This is an optimization exercise on Yosys and OpenROAD, whose aim is a short achievable clock period and few clock cycles per item, not a production implementation. The RTL was checked by simulation tests, not by an equivalence proof against the original design. Power is estimated from default activity; no workload was simulated.

--- design/flow/run.sh ---
#!/bin/bash
# synth_recipe.tcl (not shown) runs the flow's synth.tcl, then flattens the netlist and writes it again
# the make line also repeats each setting of config.mk as NAME=value (left out here)
make -C /OpenROAD-flow-scripts/flow DESIGN_CONFIG=/design/flow/config.mk WORK_HOME=/design/flow/orfs CLKGATE_MAP_FILE= SYNTH_SCRIPT=/design/flow/synth_recipe.tcl finish
--- design/flow/config.mk ---
export PLATFORM = sky130hd
export DESIGN_NAME = ansc
export DESIGN_NICKNAME = ansc
export VERILOG_FILES = /design/flow/design.v
export SDC_FILE = /design/flow/constraint.sdc
export NUM_CORES = 4
export LEC_CHECK = 0
export ABC_CLOCK_PERIOD_IN_PS = 2000
export CAP_MARGIN = 20
export CORE_MARGIN = 2
export CORE_UTILIZATION = 40
export SETUP_SLACK_MARGIN = 3.5
export SLEW_MARGIN = 20
--- design/flow/constraint.sdc ---
create_clock -name core_clock -period 8.0 [get_ports {clk}]
set_input_delay 1.6000 -clock core_clock [delete_from_list [all_inputs] [get_ports {clk}]]
set_output_delay 1.6000 -clock core_clock [all_outputs]
set_load 0.01 [all_outputs]
--- design/flow/design.v ---
module ansc (
    input  wire        clk,
    input  wire        rst,           
    input  wire        cmd_valid,
    input  wire [63:0] cmd_word,
    output wire        cmd_ready,
    input  wire [11:0] reg_addr,
    output reg  [31:0] reg_rdata,
    output wire        fb_en,
    output wire        fb_we,
    output wire [15:0] fb_addr,
    output wire [7:0]  fb_wdata,
    input  wire [7:0]  fb_rdata
);
    localparam NSLOT       = 4;
    localparam MAX_PAYLOAD = 32;
    localparam OP_CKCLR   = 4'h1;
    localparam OP_CKBYTE  = 4'h2;
    localparam OP_CKBUF   = 4'h3;
    localparam OP_SEGNEW  = 4'h4;
    localparam OP_SEGSER  = 4'h5;
    localparam OP_SEGDES  = 4'h6;
    localparam OP_SEGCLR  = 4'h7;
    localparam OP_SETRXF  = 4'h8;
    localparam OP_SETTXF  = 4'h9;
    localparam OP_SETTXS  = 4'hA;
    localparam OP_MARKTXC = 4'hB;
    localparam C_OK        = 8'h00;
    localparam C_MALFORMED = 8'h01;
    localparam C_ILLEGAL   = 8'h10;
    localparam C_SLOT      = 8'h11;
    localparam C_NOSEG     = 8'h12;
    localparam C_RANGE     = 8'h13;
    localparam C_CAPACITY  = 8'h14;
    integer i;
    function [15:0] inc16;
        input [15:0] x;
        integer q;
        begin
            for (q = 0; q < 16; q = q + 1)
                inc16[q] = x[q] ^ ((x & ((16'd1 << q) - 16'd1)) == ((16'd1 << q) - 16'd1));
        end
    endfunction
    function gt64k;
        input [15:0] a;
        input [15:0] b;
        reg   [15:0] g, t, p, z;
        integer q, d;
        begin
            g = a & b;
            t = a | b;
            p = a ^ b;
            for (d = 1; d < 16; d = d * 2) begin
                for (q = 15; q >= 0; q = q - 1) begin
                    if (q >= d) begin
                        g[q] = g[q] | (t[q] & g[q-d]);
                        t[q] = t[q] & t[q-d];
                    end
                end
            end
            z[0] = !p[0];
            for (q = 1; q < 16; q = q + 1)
                z[q] = (p[q] == (a[q-1] | b[q-1]));
            gt64k = g[15] && !(&z);
        end
    endfunction
    function gt6;
        input [5:0] a;
        input [5:0] b;
        reg   [5:0] g, e;
        begin
            g = a & ~b;
            e = ~(a ^ b);
            gt6 = g[5] | (e[5] & g[4]) | (e[5] & e[4] & g[3]) |
                  (e[5] & e[4] & e[3] & g[2]) | (e[5] & e[4] & e[3] & e[2] & g[1]) |
                  (e[5] & e[4] & e[3] & e[2] & e[1] & g[0]);
        end
    endfunction
    function [5:0] sub2_6;         
        input [5:0] x;
        integer q;
        begin
            sub2_6 = 6'd0;
            for (q = 0; q < 64; q = q + 1)
                if (x == q) sub2_6 = q - 2;
        end
    endfunction
    function [5:0] rsub62_6;       
        input [5:0] x;
        integer q;
        begin
            rsub62_6 = 6'd0;
            for (q = 0; q < 64; q = q + 1)
                if (x == q) rsub62_6 = 62 - q;
        end
    endfunction
    function [5:0] neg_6;          
        input [5:0] x;
        integer q;
        begin
            neg_6 = 6'd0;
            for (q = 0; q < 64; q = q + 1)
                if (x == q) neg_6 = 64 - q;
        end
    endfunction
    function [3:0] rotl;
        input [3:0] x;
        rotl = {x[2:0], x[3]};
    endfunction
    function [3:0] eac4;           
        input [3:0] a;
        input [3:0] b;
        reg   [3:0] g, t, p, c;
        integer q;
        begin
            g = a & b;
            t = a | b;
            p = a ^ b;
            for (q = 0; q < 4; q = q + 1)
                c[q] = g[(q+3)%4] |
                       (t[(q+3)%4] & g[(q+2)%4]) |
                       (t[(q+3)%4] & t[(q+2)%4] & g[(q+1)%4]) |
                       (t[(q+3)%4] & t[(q+2)%4] & t[(q+1)%4] & g[q]);
            eac4 = p ^ c;
        end
    endfunction
    function [3:0] canon;          
        input [3:0] x;
        canon = (x == 4'hF) ? 4'h0 : x;
    endfunction
    function [7:0] ck_byte;
        input [3:0] s0;
        input [3:0] t1;            
        input [7:0] b;
        reg   [3:0] h2, c0s, c0c, c1s, c1c;
        begin
            h2  = rotl(b[7:4]);
            c0s = s0 ^ b[7:4] ^ b[3:0];
            c0c = (s0 & b[7:4]) | (s0 & b[3:0]) | (b[7:4] & b[3:0]);
            c1s = t1 ^ h2 ^ b[3:0];
            c1c = (t1 & h2) | (t1 & b[3:0]) | (h2 & b[3:0]);
            ck_byte = {canon(eac4(c1s, rotl(c1c))), canon(eac4(c0s, rotl(c0c)))};
        end
    endfunction
    reg [3:0]  sum0, sum1;
    reg [7:0]  status_code;
    reg        status_err;
    reg [16:0] reslen;
    reg        s_valid [0:NSLOT-1];
    reg        s_syn   [0:NSLOT-1];
    reg [6:0]  s_seq   [0:NSLOT-1];
    reg        s_ack   [0:NSLOT-1];
    reg [6:0]  s_ackn  [0:NSLOT-1];
    reg [5:0]  s_plen  [0:NSLOT-1];
    reg [5:0]  s_thr   [0:NSLOT-1];    
    reg        s_rxf_v [0:NSLOT-1];
    reg [31:0] s_rxf   [0:NSLOT-1];
    reg        s_txf_v [0:NSLOT-1];
    reg [31:0] s_txf   [0:NSLOT-1];
    reg        s_txs_v [0:NSLOT-1];
    reg [31:0] s_txs   [0:NSLOT-1];
    reg        s_txc   [0:NSLOT-1];
    reg [7:0]  payload [0:NSLOT*MAX_PAYLOAD-1];
    reg        busy;         
    reg [15:0] k;            
    reg [15:0] end_n;        
    reg        end_late;     
    reg        acc_en;       
    reg        acc_wr;       
    reg [15:0] acc_addr;     
    reg [7:0]  wdata_q;      
    reg [4:0]  widx;         
    reg [1:0]  x_slot;       
    reg        cap_v;        
    reg        cap_ck;       
    reg        cap_h0;       
    reg        cap_h1;       
    reg [4:0]  pidx;         
    assign cmd_ready = !busy;
    wire        accept  = !busy && cmd_valid;
    wire [3:0]  w_op    = cmd_word[63:60];
    wire [3:0]  w_slot  = cmd_word[59:56];
    wire [15:0] w_addr  = cmd_word[31:16];
    wire [15:0] w_len   = cmd_word[15:0];
    wire [1:0]  ws      = w_slot[1:0];
    wire z_slot  = (cmd_word[59:56] == 4'd0);
    wire z_55_40 = (cmd_word[55:40] == 16'd0);
    wire z_39_38 = (cmd_word[39:38] == 2'd0);
    wire z_37_32 = (cmd_word[37:32] == 6'd0);
    wire z_31_16 = (cmd_word[31:16] == 16'd0);
    wire z_15_8  = (cmd_word[15:8] == 8'd0);
    wire z_7_0   = (cmd_word[7:0] == 8'd0);
    wire z_55_32 = z_55_40 && z_39_38 && z_37_32;
    wire slot_lo = (w_slot[3:2] == 2'b00);
    wire op1 = (w_op == OP_CKCLR);
    wire op2 = (w_op == OP_CKBYTE);
    wire op3 = (w_op == OP_CKBUF);
    wire op4 = (w_op == OP_SEGNEW);
    wire op5 = (w_op == OP_SEGSER);
    wire op6 = (w_op == OP_SEGDES);
    wire op7 = (w_op == OP_SEGCLR);
    wire op8 = (w_op == OP_SETRXF);
    wire op9 = (w_op == OP_SETTXF);
    wire opA = (w_op == OP_SETTXS);
    wire opB = (w_op == OP_MARKTXC);
    wire illegal = !((op1 && z_slot && z_55_32 && z_31_16 && z_15_8 && z_7_0) ||
                     (op2 && z_slot && z_55_32 && z_31_16 && z_15_8) ||
                     (op3 && z_slot && z_55_32) ||
                     (op4 && z_37_32) ||
                     (op5 && z_55_32 && z_15_8 && z_7_0) ||
                     ((op6 || op8 || op9 || opA) && z_55_32) ||
                     ((op7 || opB) && z_55_32 && z_31_16 && z_15_8 && z_7_0));
    wire len_hi_z = (w_len[15:6] == 10'd0);
    wire len_nz   = (w_len != 16'd0);
    wire len_ge2  = (w_len[15:1] != 15'd0);
    wire len_eq2  = (w_len == 16'd2);
    wire len_gt32 = !len_hi_z || (w_len[5] && (w_len[4:0] != 5'd0));
    wire len_gt34 = !len_hi_z || (w_len[5] && ((w_len[4:2] != 3'd0) || (w_len[1] && w_len[0])));
    wire len_range = gt64k(w_addr, w_len);            
    wire addr_top  = (w_addr[15:6] == 10'h3FF);
    reg [3:0] ser_fit;
    always @(*) begin
        for (i = 0; i < NSLOT; i = i + 1)
            ser_fit[i] = s_valid[i] && !(addr_top && gt6(w_addr[5:0], s_thr[i]));
    end
    wire ser_range = !ser_fit[ws] && s_valid[ws];
    wire s_ok = slot_lo && s_valid[ws];
    wire ok_ckclr   = op1 && z_slot && z_55_32 && z_31_16 && z_15_8 && z_7_0;
    wire ok_ckbyte  = op2 && z_slot && z_55_32 && z_31_16 && z_15_8;
    wire ok_ckbuf   = op3 && z_slot && z_55_32 && !len_range;
    wire ok_segnew  = op4 && z_37_32 && slot_lo && !len_range && !len_gt32;
    wire ok_segser  = op5 && z_55_32 && z_15_8 && z_7_0 && slot_lo && ser_fit[ws];
    wire ok_segdes  = op6 && z_55_32 && slot_lo && !len_range && len_ge2 && !len_gt34;
    wire ok_segclr  = op7 && z_55_32 && z_31_16 && z_15_8 && z_7_0 && slot_lo;
    wire ok_setrxf  = op8 && z_55_32 && s_ok;
    wire ok_settxf  = op9 && z_55_32 && s_ok;
    wire ok_settxs  = opA && z_55_32 && s_ok;
    wire ok_marktxc = opB && z_55_32 && z_31_16 && z_15_8 && z_7_0 && s_ok;
    wire uses_slot = op4 || op5 || op6 || op7 || op8 || op9 || opA || opB;
    wire needs_seg = op5 || op8 || op9 || opA || opB;
    reg [7:0] exec_code;
    always @(*) begin
        if (illegal)                                 exec_code = C_ILLEGAL;
        else if (uses_slot && !slot_lo)              exec_code = C_SLOT;
        else if (needs_seg && !s_valid[ws])          exec_code = C_NOSEG;
        else if (((op3 || op4 || op6) && len_range) ||
                 (op5 && ser_range))                 exec_code = C_RANGE;
        else if (op6 && !len_ge2)                    exec_code = C_MALFORMED;
        else if ((op4 && len_gt32) || (op6 && len_gt34))
                                                     exec_code = C_CAPACITY;
        else                                         exec_code = C_OK;
    end
    wire [3:0] ck_t1  = eac4(sum1, rotl(sum0));
    wire [7:0] ck_cmd = ck_byte(sum0, ck_t1, cmd_word[7:0]);
    wire [7:0] ck_mem = ck_byte(sum0, ck_t1, fb_rdata);
    assign fb_en    = acc_en | accept;
    assign fb_we    = (acc_en && acc_wr) | (accept && ok_segser);
    assign fb_addr  = busy ? acc_addr : w_addr;
    assign fb_wdata = busy ? wdata_q : {s_syn[ws], s_seq[ws]};
    wire        rd_cmd   = (ok_ckbuf || ok_segnew || ok_segdes) && len_nz;
    wire        acc_busy = (ok_ckbuf && len_nz) || (ok_segnew && len_ge2) || ok_segdes ||
                           ok_segser;
    wire [5:0]  ser_plen = s_plen[ws];
    wire [15:0] k_inc   = inc16(k);
    wire        k_end   = end_late ? (k == end_n) : (k_inc == end_n);
    wire        acc_end = (k_inc == end_n);
    wire pay_we = cap_v && !cap_ck && !cap_h0 && !cap_h1;
    always @(posedge clk) begin
        if (pay_we)
            payload[{x_slot, pidx}] <= fb_rdata;
    end
    always @(posedge clk) begin
        if (rst) begin
            busy        <= 1'b0;
            k           <= 16'd0;
            end_n       <= 16'd0;
            end_late    <= 1'b0;
            acc_en      <= 1'b0;
            acc_wr      <= 1'b0;
            acc_addr    <= 16'd0;
            wdata_q     <= 8'd0;
            widx        <= 5'd0;
            x_slot      <= 2'd0;
            cap_v       <= 1'b0;
            cap_ck      <= 1'b0;
            cap_h0      <= 1'b0;
            cap_h1      <= 1'b0;
            pidx        <= 5'd0;
            sum0        <= 4'd0;
            sum1        <= 4'd0;
            status_code <= 8'd0;
            status_err  <= 1'b0;
            reslen      <= 17'd0;
            for (i = 0; i < NSLOT; i = i + 1) begin
                s_valid[i] <= 1'b0;
                s_syn[i]   <= 1'b0;
                s_seq[i]   <= 7'd0;
                s_ack[i]   <= 1'b0;
                s_ackn[i]  <= 7'd0;
                s_plen[i]  <= 6'd0;
                s_thr[i]   <= 6'd62;
                s_rxf_v[i] <= 1'b0;
                s_rxf[i]   <= 32'd0;
                s_txf_v[i] <= 1'b0;
                s_txf[i]   <= 32'd0;
                s_txs_v[i] <= 1'b0;
                s_txs[i]   <= 32'd0;
                s_txc[i]   <= 1'b0;
            end
        end else begin
            if (cap_v) begin
                if (cap_ck) begin
                    sum0 <= ck_mem[3:0];
                    sum1 <= ck_mem[7:4];
                end else if (cap_h0) begin
                    s_syn[x_slot] <= fb_rdata[7];
                    s_seq[x_slot] <= fb_rdata[6:0];
                    cap_h0 <= 1'b0;
                    cap_h1 <= 1'b1;
                end else if (cap_h1) begin
                    s_ack[x_slot]  <= fb_rdata[7];
                    s_ackn[x_slot] <= fb_rdata[6:0];
                    cap_h1 <= 1'b0;
                end else begin
                    pidx <= pidx + 5'd1;
                end
            end
            cap_v <= acc_en && !acc_wr;
            if (busy) begin
                k    <= k_inc;
                busy <= !k_end;
                if (acc_en) begin
                    acc_addr <= inc16(acc_addr);
                    acc_en   <= !acc_end;
                    wdata_q  <= payload[{x_slot, widx}];
                    widx     <= widx + 5'd1;
                end
            end
            if (accept) begin
                status_code <= exec_code;
                if (exec_code[4]) status_err <= 1'b1;
                busy     <= acc_busy;
                k        <= ok_segser ? 16'hFFFF : 16'd1;
                end_n    <= ok_segser ? {10'd0, ser_plen} : w_len;
                end_late <= op3 || (op6 && len_eq2);
                x_slot   <= ws;
                acc_addr <= inc16(w_addr);
                acc_en   <= (rd_cmd && len_ge2) || ok_segser;
                acc_wr   <= ok_segser;
                widx     <= 5'd0;
                wdata_q  <= {s_ack[ws], s_ackn[ws]};
                cap_v    <= rd_cmd;
                cap_ck   <= op3;
                cap_h0   <= op6;
                cap_h1   <= 1'b0;
                pidx     <= 5'd0;
                if (ok_ckclr) begin
                    sum0 <= 4'd0;
                    sum1 <= 4'd0;
                end
                if (ok_ckbyte) begin
                    sum0 <= ck_cmd[3:0];
                    sum1 <= ck_cmd[7:4];
                end
                if (ok_segser)
                    reslen <= {11'd0, ser_plen} + 17'd2;
                for (i = 0; i < NSLOT; i = i + 1) begin
                    if (ws == i) begin
                        if (ok_segnew || ok_segdes || ok_segclr) begin
                            s_valid[i] <= !ok_segclr;
                            s_rxf_v[i] <= 1'b0;
                            s_rxf[i]   <= 32'd0;
                            s_txf_v[i] <= 1'b0;
                            s_txf[i]   <= 32'd0;
                            s_txs_v[i] <= 1'b0;
                            s_txs[i]   <= 32'd0;
                            s_txc[i]   <= 1'b0;
                        end
                        if (ok_segnew) begin
                            s_syn[i]  <= cmd_word[39];
                            s_seq[i]  <= cmd_word[54:48];
                            s_ack[i]  <= cmd_word[38];
                            s_ackn[i] <= cmd_word[46:40];
                            s_plen[i] <= w_len[5:0];
                            s_thr[i]  <= rsub62_6(w_len[5:0]);
                        end
                        if (ok_segdes) begin
                            s_plen[i] <= sub2_6(w_len[5:0]);
                            s_thr[i]  <= neg_6(w_len[5:0]);
                        end
                        if (ok_segclr) begin
                            s_syn[i]  <= 1'b0;
                            s_seq[i]  <= 7'd0;
                            s_ack[i]  <= 1'b0;
                            s_ackn[i] <= 7'd0;
                            s_plen[i] <= 6'd0;
                            s_thr[i]  <= 6'd62;
                        end
                        if (ok_setrxf) begin
                            s_rxf[i]   <= cmd_word[31:0];
                            s_rxf_v[i] <= 1'b1;
                        end
                        if (ok_settxf) begin
                            s_txf[i]   <= cmd_word[31:0];
                            s_txf_v[i] <= 1'b1;
                        end
                        if (ok_settxs) begin
                            s_txs[i]   <= cmd_word[31:0];
                            s_txs_v[i] <= 1'b1;
                        end
                        if (ok_marktxc)
                            s_txc[i] <= 1'b1;
                    end
                end
            end
        end
    end
    wire       rg_slot = (reg_addr[11:5] == 7'b0001000);    
    wire       rg_glob = (reg_addr[11:3] == 9'd0);          
    reg  [31:0] rd_or;
    integer rs, rf;
    always @(*) begin
        rd_or = 32'd0;
        for (rs = 0; rs < NSLOT; rs = rs + 1) begin
            for (rf = 0; rf < 6; rf = rf + 1) begin
                if (rg_slot && reg_addr[4:3] == rs && reg_addr[2:0] == rf) begin
                    case (rf)
                        0: rd_or = rd_or | {s_valid[rs], 15'd0, s_syn[rs], s_seq[rs],
                                            s_ack[rs], s_ackn[rs]};
                        1: rd_or = rd_or | {26'd0, s_plen[rs]};
                        2: rd_or = rd_or | {28'd0, s_txs_v[rs], s_txf_v[rs],
                                            s_rxf_v[rs], s_txc[rs]};
                        3: rd_or = rd_or | s_rxf[rs];
                        4: rd_or = rd_or | s_txf[rs];
                        default: rd_or = rd_or | s_txs[rs];
                    endcase
                end
            end
        end
        if (rg_glob && reg_addr[2:0] == 3'd0) rd_or = rd_or | {23'd0, status_err, status_code};
        if (rg_glob && reg_addr[2:0] == 3'd1) rd_or = rd_or | {24'd0, sum1, sum0};
        if (rg_glob && reg_addr[2:0] == 3'd2) rd_or = rd_or | {15'd0, reslen};
        if (rg_glob && reg_addr[2:0] == 3'd3) rd_or = rd_or | NSLOT;
        if (rg_glob && reg_addr[2:0] == 3'd4) rd_or = rd_or | MAX_PAYLOAD;
        if (rg_glob && reg_addr[2:0] == 3'd5) rd_or = rd_or | 32'h0001_0000;
        reg_rdata = rd_or;
    end
endmodule
==> qor.yml <==
die_h_um: 423
ir_drop_uv: 163
fin_nets: 5603
synth_top_area_share_pct: 46.5
power_density_nw_per_um2: 216
final.setup.tns_ns: 0
n_fill_cell: 15159
cts_buffer_depth: 3
synth_top_area_cell: "edfxtp_1"
grt_overflow: 0
place_area_sq_um: 74600
async_flop_share_pct: 0
grt_use_met2_pct: 39.5
grt_usage_pct: 25.9
busiest_layer: "met2"
instances_no_fill: 7865
drt_iter0_drc: 6521
setup_ws_ns: 2.53
dominantRegCellSynth: "edfxtp_1"
power_mw: 17.9
cp.required_ns: 6.40
drive_gt1_share_pct: 21.1
routed_wl_um: 239000
met3_usage_pct: 5.24
hold_viol: 0
die-area_sq_um: 179000
grt_pass1_vias: 46943
drv_slew: 0
outcome: "complete, no violations"
path_clk_slew_ns: 0.06
worst_hold_path_type: "flop to flop"
grt_setup_unrepaired: "yes"
grt_use_met1_pct: 34.9
tightest_slew_ns: 1.27
final_core_util_pct: 47.5
area_growth_pct: 17.7
boundaryPins: 146
cp_max_fo: 6
root_buffer: "clkbuf_16"
placementRows: 153
synth.avg_cell_area_sq_um: 13.6
synthesis.nets: 5397
cts_tree: "built"
drv_cap: 0
leakage_nw: 27.7
synth_edf_count: 1088
crit_arrival_ns: 3.87
grt_max_degree: 150
cts_htree_levels: 4
skew_ns: 0.0739
relSlewSlack_pct: 15.3
place_congestion: 1.01
pre_cts_ws_ns: 0.971
fmax_mhz: 183
final_common_cell: "edfxtp_1"
period_needed_ns: 5.47
dr.pass1.iters: 8
wire_per_inst_um: 30.4
syn_area_sq_um: 70300
grt_first_pass_wirelength_um: 339000
via_per_inst: 6.21
num_vias: 48828
antenna_found_initial: 14
cp-end-kind: "primary output"
cts.sinks: 1636
worstSetupStartpointType: "primary input"
start_util_pct: 40.4
mostFrequentLayoutCells: "1088 x edfxtp_1, 542 x dfxtp_1, 474 x nor2_1"
port_buffers: 145
postSynthCellCount: 5186
ys_ff_latch: 1636
drc: 0
ys_types: 88
yosysSeqAreaShare_pct: 62.1
core_sq_um: 174000
holdWs_ns: 0.456
fp.dieW_um: 423
synthTopCellsByArea: "edfxtp_1 46%, dfxtp_1 16%, mux4_2 9.8%, a22o_1 4.1%, nor2_1 2.7%"
critical_path_class: "primary input to primary output"
clk_latency_ns: 0.85
stdcell_area_sq_um: 82800
dp.cells: 7406
ant_nets: 0
yosys_warnings: 11
dp_hpwl_um: 152000
finalSetupViolations: 0
cts_buffers: 171
finalCritPeriodShare_pct: 68.4
## synth_stat cells, types with 108 or more instances
cell / count
a21oi_1: 190
a22o_1: 327
a22oi_1: 131
clkbuf_1: 250
dfxtp_1: 548
edfxtp_1: 1088
ha_1: 108
inv_1: 147
mux4_2: 307
nand2_1: 368
nand3_1: 149
nor2_1: 511
## layout make-up
type	count	area [sq um]	area share [%]
diodes	5	12.5	0.0151
well taps	2325	2910	3.51
repair buffers	413	4040	4.88
inverters	148	593	0.717
clock inverters	85	978	1.18
clock buffers	231	4690	5.67
flip-flops and latches	1636	43700	52.8
multi-input cells	3022	25900	31.3
## final timing paths
kind / start / end / slack [ns] / cells past startpoint
min reg2reg: s_thr[3][0]$_SDFFE_PP0P_ / s_thr[3][0]$_SDFFE_PP0P_ / 0.46 / 2
max reg2reg: widx[0]$_SDFFE_PP0P_ / wdata_q[1]$_SDFFE_PP0P_ / 3.70 / 8
min: s_thr[3][0]$_SDFFE_PP0P_ / s_thr[3][0]$_SDFFE_PP0P_ / 0.46 / 2
max: reg_addr[11] / reg_rdata[10] / 2.53 / 13
## flip-flops by register name, summed over array words and instances (netlist names), 8 cells and up
signal	flops
end_n	16
acc_addr	16
s_rxf	128
s_ackn	28
wdata_q	8
s_plen	24
payload	1024
s_thr	24
k	16
s_txs	128
s_seq	28
s_txf	128
## worst max-delay path, stage by stage
cell and delay [ns]:
buf_6 0.09, nor4_4 0.28, buf_6 0.16, or4b_4 0.54, nor2_4 0.21, buf_6 0.15, buf_6 0.10, buf_12 0.15
buf_6 0.11, a22o_1 0.12, a221oi_1 0.04, nand4_1 0.15, buf_2 0.16
## routing by layer
metal	vias to the layer above	wire length (um)
li1	20532	-
met1	24728	95300
met2	2887	107000
met3	669	22200
met4	12	14500
met5	-	84
## where the power goes
group / leakage, nW / switching, mW / internal [mW]
Clock: 2.74 / 3.46 / 4.54
Combinational: 10.7 / 0.575 / 0.234
Sequential: 14.3 / 0.0330 / 9.03
Total: 27.7 / 4.07 / 13.8
## logic make-up (layout without fill, tap and decap cells)
logic type | after synthesis | count (layout) | share of synthesized area (%)
buf+inv | 529 | 877 | 3.05
compound gates | 1125 | 1125 | 12.1
xor+xnor | 93 | 93 | 1.16
simple gates | 1297 | 1298 | 8.33
fa+ha+maj | 124 | 124 | 2.38
mux | 382 | 382 | 10.9
other cells | 0 | 5 | 0
flops | 1636 | 1636 | 62.1
## timing repair
item	CTS	global route
cloned	6	2
setup endpoints to repair	642	353
hold buffers	0	0
pin swaps	108	54
endpoints found under the hold margin	0	0
gates resized for setup	604	110
setup buffers	100	29
Testbench counts, summed over its fixed seeds: cycles 44,229, cmds 4,000.

-- port drivers added, routing unchanged --
The flow's constraints put no driver on any port. The routed layout listed below was extracted and timed again, unchanged, in two steps. Step 1: set_driving_cell puts a clkbuf_16 on clk and a buf_2 on each other input, an assumption about the parent block. Step 2, shift: input delay + t, output delay - t, t = (earliest + latest rising clock arrival at the registers) / 2. This alone moves slack from input paths to output paths. Slacks: ideal / step 1 / step 2; pairs: ideal / step 1.
t (ns): 0.900
slack for setup (ns): 2.530 / 2.499 / 2.430
worst setup path after step 2: input to register
worst data-port slew with drivers (ns): 0.18
cell pins on the clock port's net: 1
After both steps setup and hold are still met in this run. The setup slack of this run moves by -0.031 ns with the drivers and by -0.100 ns with both steps.
